Context: an optimization exercise on an open-source flow, tuned for small area, a short achievable clock period and few clock cycles. The choices shown serve that exercise and are no tape-out recipe.
Only simulation tests tie the RTL to the original design; equivalence was not proved.
No activity file was given, so power comes from the tool's default toggle rates.

==> design.v <==
module rlwe_sampler (
    input  wire        clk,
    input  wire        rst_n,
    input  wire [1:0]  cfg_mode,
    input  wire [31:0] cfg_q,
    input  wire [4:0]  cfg_frac,
    input  wire [31:0] cfg_mu,
    input  wire [31:0] cfg_sigma,
    input  wire [6:0]  cfg_cdt_len,
    input  wire [31:0] cfg_cdt_offset,
    input  wire        cdt_we,
    input  wire [5:0]  cdt_addr,
    input  wire [31:0] cdt_wdata,
    input  wire        ent_valid,
    output wire        ent_ready,
    input  wire [31:0] ent_data,
    output reg         out_valid,
    output reg         out_reject,
    output reg  [31:0] out_data
);
    localparam M_GSMP = 2'd0;
    localparam M_GCDT = 2'd1;
    localparam M_UNIF = 2'd2;
    function automatic ge32(input [31:0] a, input [31:0] b);
        reg [31:0] g, p;
        integer i, s;
        begin
            g = a & ~b;
            p = a | ~b;
            for (s = 1; s < 32; s = s * 2)
                for (i = 0; i < 32; i = i + 2 * s) begin
                    g[i+2*s-1] = g[i+2*s-1] | (p[i+2*s-1] & g[i+s-1]);
                    p[i+2*s-1] = p[i+2*s-1] & p[i+s-1];
                end
            ge32 = g[31] | p[31];
        end
    endfunction
    reg [1:0]  c_mode;
    reg [31:0] c_q;
    reg [4:0]  c_frac;
    reg [31:0] c_mu;
    reg [31:0] c_sigma;
    reg [6:0]  c_len;
    reg [31:0] c_off;
    always @(posedge clk) begin
        c_mode  <= cfg_mode;
        c_q     <= cfg_q;
        c_frac  <= cfg_frac;
        c_mu    <= cfg_mu;
        c_sigma <= cfg_sigma;
        c_len   <= cfg_cdt_len;
        c_off   <= cfg_cdt_offset;
    end
    reg        we_r;
    reg [5:0]  wa_r;
    reg [31:0] wd_r;
    always @(posedge clk) begin
        we_r <= cdt_we & rst_n;
        wa_r <= cdt_addr;
        wd_r <= cdt_wdata;
    end
    reg [31:0] cdt_lo [0:15];
    always @(posedge clk) begin
        if (we_r && wa_r[5:4] == 2'd0)
            cdt_lo[wa_r[3:0]] <= wd_r;
    end
    reg  [5:0]  ptr;
    reg  [31:0] ring [0:47];
    wire [5:0]  we_e   = wa_r - 6'd16;
    wire [6:0]  we_s0  = {1'b0, we_e} + {1'b0, ptr} + 7'd1;
    wire [5:0]  we_s   = (we_s0 >= 7'd48) ? (we_s0 - 7'd48) : we_s0[5:0];
    wire        we_hi  = we_r && (wa_r[5:4] != 2'd0);
    integer ri;
    always @(posedge clk) begin
        for (ri = 0; ri < 48; ri = ri + 1) begin
            if (we_hi && we_s == ri)
                ring[ri] <= (ri % 2 == 1) ? ~wd_r : wd_r;
            else
                ring[ri] <= ~ring[(ri + 47) % 48];
        end
    end
    always @(posedge clk) begin
        if (!rst_n)
            ptr <= 6'd0;
        else
            ptr <= (ptr == 6'd47) ? 6'd0 : ptr + 6'd1;
    end
    wire [5:0] tap_e = (ptr == 6'd0) ? 6'd0 : 6'd48 - ptr;
    reg        ready;        
    reg        busy;         
    reg        solo;         
    reg        have_low;     
    reg        v1;
    reg [31:0] w1;
    reg        hb1;          
    assign ent_ready = ready;
    wire take      = ent_valid & ready;
    wire wide_live = (cfg_mode == M_UNIF) && cfg_q[31] && (cfg_q[30:0] != 31'd0);
    wire low_take  = take & wide_live & ~have_low;
    function automatic multi33(input [32:0] a);
        reg [32:0] y, m;
        integer i, st;
        begin
            y = a;
            m = 33'd0;
            for (st = 1; st < 33; st = st * 2)
                for (i = 0; i + st < 33; i = i + 2 * st) begin
                    m[i] = m[i] | m[i+st] | (y[i] & y[i+st]);
                    y[i] = y[i] | y[i+st];
                end
            multi33 = m[0];
        end
    endfunction
    function automatic [5:0] low33(input [32:0] a);
        reg [32:0] y;
        reg [5:0]  p [0:32];
        integer i, st;
        begin
            y = a;
            for (i = 0; i < 33; i = i + 1)
                p[i] = i[5:0];
            for (st = 1; st < 33; st = st * 2)
                for (i = 0; i + st < 33; i = i + 2 * st) begin
                    if (!y[i]) p[i] = p[i+st];
                    y[i] = y[i] | y[i+st];
                end
            low33 = p[0];
        end
    endfunction
    wire [32:0] terms_live = {cfg_mu != 32'd0, cfg_sigma};
    wire solo_live = ((cfg_mode == M_GSMP) && multi33(terms_live)) ||
                     ((cfg_mode == M_GCDT) && (cfg_cdt_len > 7'd16));
    reg  [5:0]  tp;          
    reg         it1;         
    reg         yv, yf, yl;
    reg  [65:0] y;
    wire [32:0] terms = {c_mu != 32'd0, c_sigma};
    reg  [32:0] above;
    integer ai;
    always @(*) begin
        for (ai = 0; ai < 33; ai = ai + 1)
            above[ai] = (ai > tp);
    end
    wire [32:0] t_rest = terms & above;
    wire        t_more = (c_mode == M_GSMP) && (t_rest != 33'd0);
    wire [31:0] t_op   = tp[5] ? c_mu : w1;
    wire [4:0]  t_sh   = tp[5] ? c_frac : tp[4:0];
    wire [65:0] t_val  = $signed({{34{t_op[31]}}, t_op}) <<< t_sh;
    reg  [15:0] cdt_hit;
    integer ci;
    always @(*) begin
        for (ci = 0; ci < 16; ci = ci + 1)
            cdt_hit[ci] = (ci < c_len) && ge32(w1, cdt_lo[ci]);
    end
    wire [32:0] two_q_m2 = {c_q[31:1], 2'b00};
    wire        c_wide   = c_q[31] && (c_q[30:0] != 31'd0);
    reg  [31:0] q_smear;
    integer mi;
    always @(*) begin
        q_smear = c_q;
        for (mi = 1; mi < 32; mi = mi * 2)
            q_smear = q_smear | (q_smear >> mi);
    end
    wire [32:0] unif_mask = {q_smear, 1'b1};
    wire [32:0] unif_t  = c_wide ? {hb1, w1} : ({1'b0, w1} & unif_mask);
    wire        unif_rj = (unif_t > two_q_m2);
    wire [33:0] ux = {1'b0, unif_t} - {2'b00, c_q[31:1], 1'b0};    
    wire [31:0] unif_res = ux[33] ? (unif_t[31:0] + 32'd1) : ux[31:0];
    wire        c_unif   = (c_mode == M_UNIF);
    reg  [65:0] s1_val;
    always @(*) begin
        case (c_mode)
            M_GSMP:  s1_val = t_val;
            default: s1_val = {50'd0, cdt_hit};
        endcase
    end
    reg         d_round;     
    reg  [5:0]  d_sh;        
    reg  [1:0]  d_mode;
    always @(posedge clk) begin
        d_round <= (c_mode == M_GSMP) && (c_frac != 5'd0);
        d_sh    <= ((c_mode == M_GSMP) && (c_frac != 5'd0)) ? {c_frac, 1'b0} : 6'd0;
        d_mode  <= c_mode;
    end
    reg         v3, g3, st3;
    reg  [65:0] x3;
    wire [65:0] s2_sum = (yf ? 66'd0 : x3) + y;
    wire [65:0] s2_shr = $signed(s2_sum) >>> d_sh;
    reg  [65:0] s2_gm, s2_sm;    
    integer gi;
    always @(*) begin
        for (gi = 0; gi < 66; gi = gi + 1) begin
            s2_gm[gi] = d_round && (gi == d_sh - 6'd1);
            s2_sm[gi] = d_round && (gi < d_sh - 6'd1);
        end
    end
    wire        s2_g  = |(s2_sum & s2_gm);
    wire        s2_st = |(s2_sum & s2_sm);
    reg  [4:0]  s2_cnt;
    always @(*) begin
        s2_cnt = 5'd0;
        for (ci = 0; ci < 16; ci = ci + 1)
            s2_cnt = s2_cnt + {4'd0, y[ci]};
    end
    wire        inc = g3 & (st3 | x3[0]);
    wire signed [65:0] cx = $signed({{34{c_off[31]}}, c_off}) + $signed({61'd0, x3[4:0]});
    wire signed [65:0] r3 = (d_mode == M_GCDT) ? cx : $signed(x3) + $signed({65'd0, inc});
    wire        c_long = (c_mode == M_GCDT) && (c_len > 7'd16);
    wire        r_hi0  = (r3[65:32] == 34'd0);
    wire        r_hi1  = (r3[65:32] == {34{1'b1}});
    wire [32:0] r_pq   = {1'b0, r3[31:0]} + {1'b0, c_q};
    wire        pos_ok = r_hi0 && (r3[31:0] < c_q);
    wire        neg_ok = r_hi1 && r_pq[32] && (r_pq[31:0] != 32'd0);
    wire        fast_ok = (pos_ok | neg_ok) & ~c_long;
    wire [31:0] fast_res = r3[65] ? r_pq[31:0] : r3[31:0];
    wire        slow_start = v3 & ~fast_ok;
    localparam R_SCAN = 2'd0, R_ADD = 2'd1, R_RED = 2'd2, R_FIN = 2'd3;
    reg  [1:0]  rs;
    reg         rneg;
    reg  [63:0] rmag;
    reg  [31:0] rrem;
    reg  [6:0]  rcnt;
    reg  [5:0]  scnt;
    wire        tap_hit = ({1'b0, tap_e} < c_len - 7'd16) && ge32(w1, ring[0]);
    wire [63:0] rsum  = rmag + {58'd0, scnt};
    wire [63:0] rbits = rmag ^ {64{rneg}};
    wire [32:0] rsh   = {rrem, rbits[63]};
    wire [32:0] rsub  = rsh - {1'b0, c_q};
    wire        rskip = (rrem == 32'd0) && (rbits[63:56] == 8'd0) && (rcnt > 7'd8);
    wire [31:0] rres  = rneg ? (c_q + ~rrem) : rrem;
    reg busy_n, solo_n, emit;
    always @(*) begin
        emit   = 1'b0;
        busy_n = busy;
        if (!busy) begin
            if ((v3 && fast_ok) || (v1 && c_unif)) emit = 1'b1;
            if (slow_start) busy_n = 1'b1;
        end else if (rs == R_FIN) begin
            emit   = 1'b1;
            busy_n = 1'b0;
        end
        solo_n = solo;
        if (emit) solo_n = 1'b0;
        if (take && solo_live) solo_n = 1'b1;
    end
    always @(posedge clk) begin
        if (!rst_n) begin
            ready     <= 1'b1;
            busy      <= 1'b0;
            solo      <= 1'b0;
            have_low  <= 1'b0;
            v1        <= 1'b0;
            it1       <= 1'b0;
            yv        <= 1'b0;
            v3        <= 1'b0;
            out_valid <= 1'b0;
        end else begin
            ready <= ~busy_n & ~solo_n;
            busy  <= busy_n;
            solo  <= solo_n;
            if (!busy) begin
                if (take) begin
                    if (!(wide_live && have_low))
                        w1 <= ent_data;
                    hb1 <= ent_data[0];
                    if (wide_live)
                        have_low <= ~have_low;
                end
                y   <= s1_val;
                yf  <= ~it1;
                if (v1 && t_more) begin
                    it1 <= 1'b1;
                    tp  <= low33(t_rest);
                    yv  <= 1'b1;
                    yl  <= 1'b0;
                end else begin
                    it1 <= 1'b0;
                    tp  <= low33(terms_live);
                    yv  <= v1 & ~c_unif;
                    yl  <= 1'b1;
                    v1  <= take & ~low_take;
                end
                v3  <= yv & yl;
                g3  <= 1'b0;
                st3 <= 1'b0;
                case (d_mode)
                    M_GSMP: begin
                        if (yl) begin
                            x3  <= s2_shr;
                            g3  <= s2_g;
                            st3 <= s2_st;
                        end else
                            x3  <= s2_sum;
                    end
                    default: x3 <= {61'd0, s2_cnt};
                endcase
                out_valid  <= emit;
                rs   <= c_long ? R_SCAN : R_RED;
                rmag <= r3[63:0];
                rneg <= r3[65];
                scnt <= 6'd0;
                rcnt <= c_long ? 7'd47 : 7'd64;
            end else begin
                out_valid  <= emit;
                case (rs)
                    R_SCAN: begin
                        if (tap_hit) scnt <= scnt + 6'd1;
                        rcnt <= rcnt - 7'd1;
                        if (rcnt == 7'd0) rs <= R_ADD;
                    end
                    R_ADD: begin
                        rmag <= rsum;
                        rneg <= rsum[63];
                        rcnt <= 7'd64;
                        rs   <= R_RED;
                    end
                    R_RED: begin
                        if (rskip) begin
                            rmag <= {rmag[55:0], 8'd0};
                            rcnt <= rcnt - 7'd8;
                        end else begin
                            rmag <= {rmag[62:0], 1'b0};
                            rcnt <= rcnt - 7'd1;
                            if (rcnt == 7'd1)
                                rs <= R_FIN;
                        end
                    end
                    default: ;
                endcase
            end
        end
    end
    always @(posedge clk) begin
        out_reject <= ~busy & c_unif & unif_rj;
        out_data   <= busy ? rres : (c_unif ? unif_res : fast_res);
        rrem       <= (busy && rs == R_RED && !rskip) ? (rsub[32] ? rsh[31:0] : rsub[31:0]) : 32'd0;
    end
endmodule
==> flow/run.sh <==
#!/bin/bash
# The standard ORFS flow (the standard.sh: its synthesis, floorplan,
# placement, CTS and routing unchanged), with repair_timing asked for a
# larger setup margin so that it sizes and buffers the critical paths for
# a shorter achieved period.  The clock and constraints are the design's.
set -uo pipefail
bash standard.sh SETUP_SLACK_MARGIN=19 finish > standard.log 2>&1
==> standard.sh <==
#!/bin/bash
# synth_recipe.tcl (not shown) runs the flow's synth.tcl, then flattens the netlist and writes it again
# the make line also repeats each setting of config.mk as NAME=value (left out here)
make -C /OpenROAD-flow-scripts/flow DESIGN_CONFIG=/design/flow/config.mk WORK_HOME=/design/flow/orfs CLKGATE_MAP_FILE= SYNTH_SCRIPT=/design/flow/synth_recipe.tcl "${@:-finish}"
==> config.mk <==
export PLATFORM = sky130hd
export DESIGN_NAME = rlwe_sampler
export DESIGN_NICKNAME = rlwe_sampler
export VERILOG_FILES = /design/flow/design.v
export SDC_FILE = /design/flow/constraint.sdc
export NUM_CORES = 4
export LEC_CHECK = 0
export ABC_CLOCK_PERIOD_IN_PS = 5000
export CAP_MARGIN = 20
export CORE_MARGIN = 2
export CORE_UTILIZATION = 55
export CTS_BUF_LIST = sky130_fd_sc_hd__clkbuf_8 sky130_fd_sc_hd__clkbuf_16
export CTS_CLUSTER_DIAMETER = 50
export CTS_CLUSTER_SIZE = 20
export SLEW_MARGIN = 20
==> constraint.sdc <==
create_clock -name core_clock -period 25.0 [get_ports {clk}]
set_input_delay 5.0000 -clock core_clock [delete_from_list [all_inputs] [get_ports {clk}]]
set_output_delay 5.0000 -clock core_clock [all_outputs]
set_load 0.01 [all_outputs]
==> impl_metrics.py <==
metrics = {
    "run_status": {
        "status": "finished clean",
    },
    "power_and_ir_drop": {
        "p_total_mw": 10.6,
        "switching_power_mw": 3.13,
        "switching_share_pct": 29.5,
        "seqPwrFrac_pct": 51.1,
        "p_int_mw": 7.49,
        "pwr-share-clk_pct": 33.2,
        "power_frac_comb_pct": 15.7,
        "p_leak_nw": 54.6,
        "powerDensity_mw_per_mm2": 80.9,
        "ir_drop_mv": 0.0784,
    },
    "detailed_routing": {
        "ant_nets": 0,
        "vias_per_cell": 6.35,
        "num_vias": 93400,
        "drt-total-wl_mm": 413,
        "drt_iter0_drc": 11500,
        "wire_per_inst_um": 28.1,
        "drtPass1Iterations": 7,
        "route.detailed.drc": 0,
    },
    "cts": {
        "clock-sinks": 2568,
        "clock_latency_ns": 0.88,
        "clockBufferDepth": 3,
        "tritoncts": "yes",
        "cts_root_buf": "clkbuf_16",
        "cts_buffers": 215,
        "clk_pin_slew_ns": 0.08,
        "h-tree-depth": 4,
    },
    "logic_synthesis": {
        "ys_ff_latch": 2568,
        "yosysTopAreaCell": "dfxtp_1",
        "yosys-top-cells-area": "dfxtp_1 (31%), edfxtp_1 (20%), mux2i_1 (8.0%), a21oi_1 (5.5%), nor2_1 (4.3%)",
        "syn_area_per_cell_um2": 9.91,
        "ys.flop_type": "dfxtp_1",
        "synth_top_area_share_pct": 31.0,
        "yosysWarnings": 4,
        "ys_async_sr_fraction_pct": 0,
        "synth_edf_count": 764,
        "synthCells": 11800,
        "yosysUniqueCellTypes": 105,
        "synth_common_cells": "dfxtp_1 (1804), nor2_1 (1326), a21oi_1 (1278)",
        "synth_fp_nets": 12300,
        "synth.most_common_cell": "dfxtp_1",
        "yosysSeqAreaShare_pct": 50.7,
        "syn_area_mm2": 0.117,
    },
    "worst_hold_path": {
        "min_path_type": "register to register",
        "hold-path-endpoint": "ring[36][29]",
        "min_from": "ring[35][29]",
        "holdPathStages": 1,
    },
    "cells_and_area": {
        "stdcell_count": 14700,
        "nNetsFinal": 12300,
        "drive_above_1_share_pct": 10.1,
        "finish.instance_area_mm2": 0.131,
        "utilization_pct": 62.5,
        "area_growth_pct": 12.6,
    },
    "floorplan": {
        "num_rows": 168,
        "io_pins": 251,
        "die_w_um": 464,
        "core_area_mm2": 0.210,
        "fp.dieH_um": 464,
        "initial_core_util_pct": 55.5,
        "die_area_mm2": 0.216,
    },
    "placed_design": {
        "gp_congestion": 1.03,
        "dp_cells": 14300,
        "hpwl_mm": 287,
        "port_buffers": 250,
        "dpl_cell_area_mm2": 0.122,
    },
    "sta": {
        "rsz0062_at_grt": "true",
        "period_share_pct": 25.7,
        "finalHoldViolCount": 0,
        "clock.fmax_ghz": 0.156,
        "tightest_slew_ns": 1.18,
        "setup_viol": 0,
        "fin_setup_tns_ns": 0,
        "drv_slew": 0,
        "period_minus_slack_ns": 6.41,
        "fin_skew_ns": 0.0884,
        "slew_headroom_pct": 20.6,
    },
    "setup_path": {
        "reg2reg_to": "x3[3]",
        "arrival_ns": 1.41,
        "ff2ff_setup_slack_ns": 19.11,
        "cp-end-kind": "output pin",
        "critical_path_required_ns": 20.00,
        "worstSetupPathType": "register to output pin",
        "cpMaxStageDelayCell": "dfxtp_4",
        "rr_worst_depth": 15,
        "worst-path-max-fanout": 2,
        "timing.rr.start": "x3[31]",
        "crit_path_max_incr_delay_ns": 0.41,
        "critical_path.top_delay_family": "flip-flops",
        "crit_chain": "buf_6",
        "crit_buf_inv": 1,
        "cp-start-kind": "register",
    },
    "global_route": {
        "grt_max_degree": 161,
        "antenna_found_initial": 36,
        "grt_pass1_vias": 90100,
        "grt_pass1_wl_mm": 601,
        "grt_overflow": 0,
        "grtUsageTotal_pct": 37.0,
    },
    "run": {
        "drv_cap": 0,
    },
}
cell type report:
type | count | area, um^2
sequential | 2568 | 59200
fill | 16900 | 78800
timing repair buffer | 514 | 4830
clock inverter | 150 | 1920
tap | 2805 | 3510
clock buffer | 226 | 5550
antenna | 22 | 55.1
multi-input combinational | 8042 | 54700
inverter | 382 | 1440
metal layers:
metal | track usage (%) | routed length (um) | vias up
met1 | 47.9 | 163000 | 45600
met2 | 60.4 | 192000 | 4688
li1 | - | - | 42100
met3 | 5.78 | 34600 | 1052
met5 | 0 | 102 | -
met4 | 18.3 | 23600 | 12
worst max path at each step:
| stage | startpoint | depth (start not counted) | endpoint | slack, ns |
|---|---|---|---|---|
| after global routing | ready | 1 | ent_ready | 18.56 |
| after detailed placement | cfg_mode[0] | 9 | ready | 16.75 |
| final | ready | 1 | ent_ready | 18.59 |
| after global placement | cfg_mode[0] | 9 | ready | 16.68 |
| after floorplan | rst_n | 2 | g3 | 17.50 |
| after CTS | ready | 1 | ent_ready | 18.55 |
through the flow:
| stage | worst slack (ns) | hold WS (ns) |
|---|---|---|
| 2_1_floorplan | 17.50 | 0.375 |
| 3_3_place_gp | 16.68 | 0.386 |
| 3_5_place_dp | 16.75 | 0.389 |
| 4_1_cts | 18.55 | 0.369 |
| 5_1_grt | 18.56 | 0.380 |
| 6_report | 18.59 | 0.372 |
registers in the layout, indices dropped and copies added (netlist names), 7 cells and up:
register and count:
c_len 7, c_mu 32, c_off 32, c_q 32, c_sigma 31, cdt_lo 512
out_data 32, rcnt 7, ring 1536, rmag 64, rrem 32, w1 32
wd_r 32, x3 66, y 63
logic make-up (layout without fill, tap and decap cells):
group,count (synthesis),count (layout),share of synthesized area (%)
adders and majority gates,561,561,5.64
xor gates and xnor gates,377,377,2.83
muxes,1014,1014,9.39
buffers and inverters,1149,1272,3.71
other,0,22,0
DFF,2568,2568,50.7
AOI/OAI and AO/OA,2805,2806,14.8
and+or+nand+nor,3284,3284,12.9
placed cells by master (no fill, tap or decap), types with 232 or more instances in the layout:
cell	netlist	routed
ha_1	305	300
edfxtp_1	764	764
inv_1	368	378
o21ai_0	441	423
mux2i_1	929	925
nor2_1	1326	1299
xnor2_1	245	243
dfxtp_1	1804	1725
nand3_1	266	233
a21oi_1	1278	1266
buf_4	1	232
nand2_1	707	690
power by group through the flow:
stage                     registers, mW  clock network [mW]  logic (mW)
final                              5.43                3.53        1.66
after global routing               5.48                3.72        1.79
after CTS                          5.42                3.55        1.61
after detailed placement           5.49                   0        1.57
after global placement             5.48                   0        1.55
after floorplan                    5.30                   0        1.02
what timing repair did:
action	CTS	global route
setup buffers	24	21
hold buffers	0	0
setup endpoints to repair	364	206
pin swaps	60	52
resized for setup	614	135
hold endpoints to repair	0	0
cloned	6	4
Testbench counts, summed over its fixed seeds: cycles 8,812.

[what the ideal ports hide]
Ports are ideal in the flow. The routed layout listed here was re-timed in OpenROAD.
Step 1, drivers: a clkbuf_16 drives clk and a buf_2 each remaining input, both assumed.
Step 2, shift: input delay + t, output delay - t, t = (earliest + latest rising clock arrival at the registers) / 2. This alone moves slack from input paths to output paths.
Three values: no drivers, after step 1, after step 2; two values: the first two.
shift t [ns]: 0.952
setup slack, ns: 18.587 / 18.490 / 17.771
hold slack, ns: 0.372 / 0.372 / 0.372
latest minus earliest clock arrival (ns): 0.119 / 0.119
worst data-port slew with drivers (ns): 0.20
After both steps this run still meets setup and hold. The setup slack of this run moves by -0.097 ns with the drivers and by -0.816 ns with both steps.
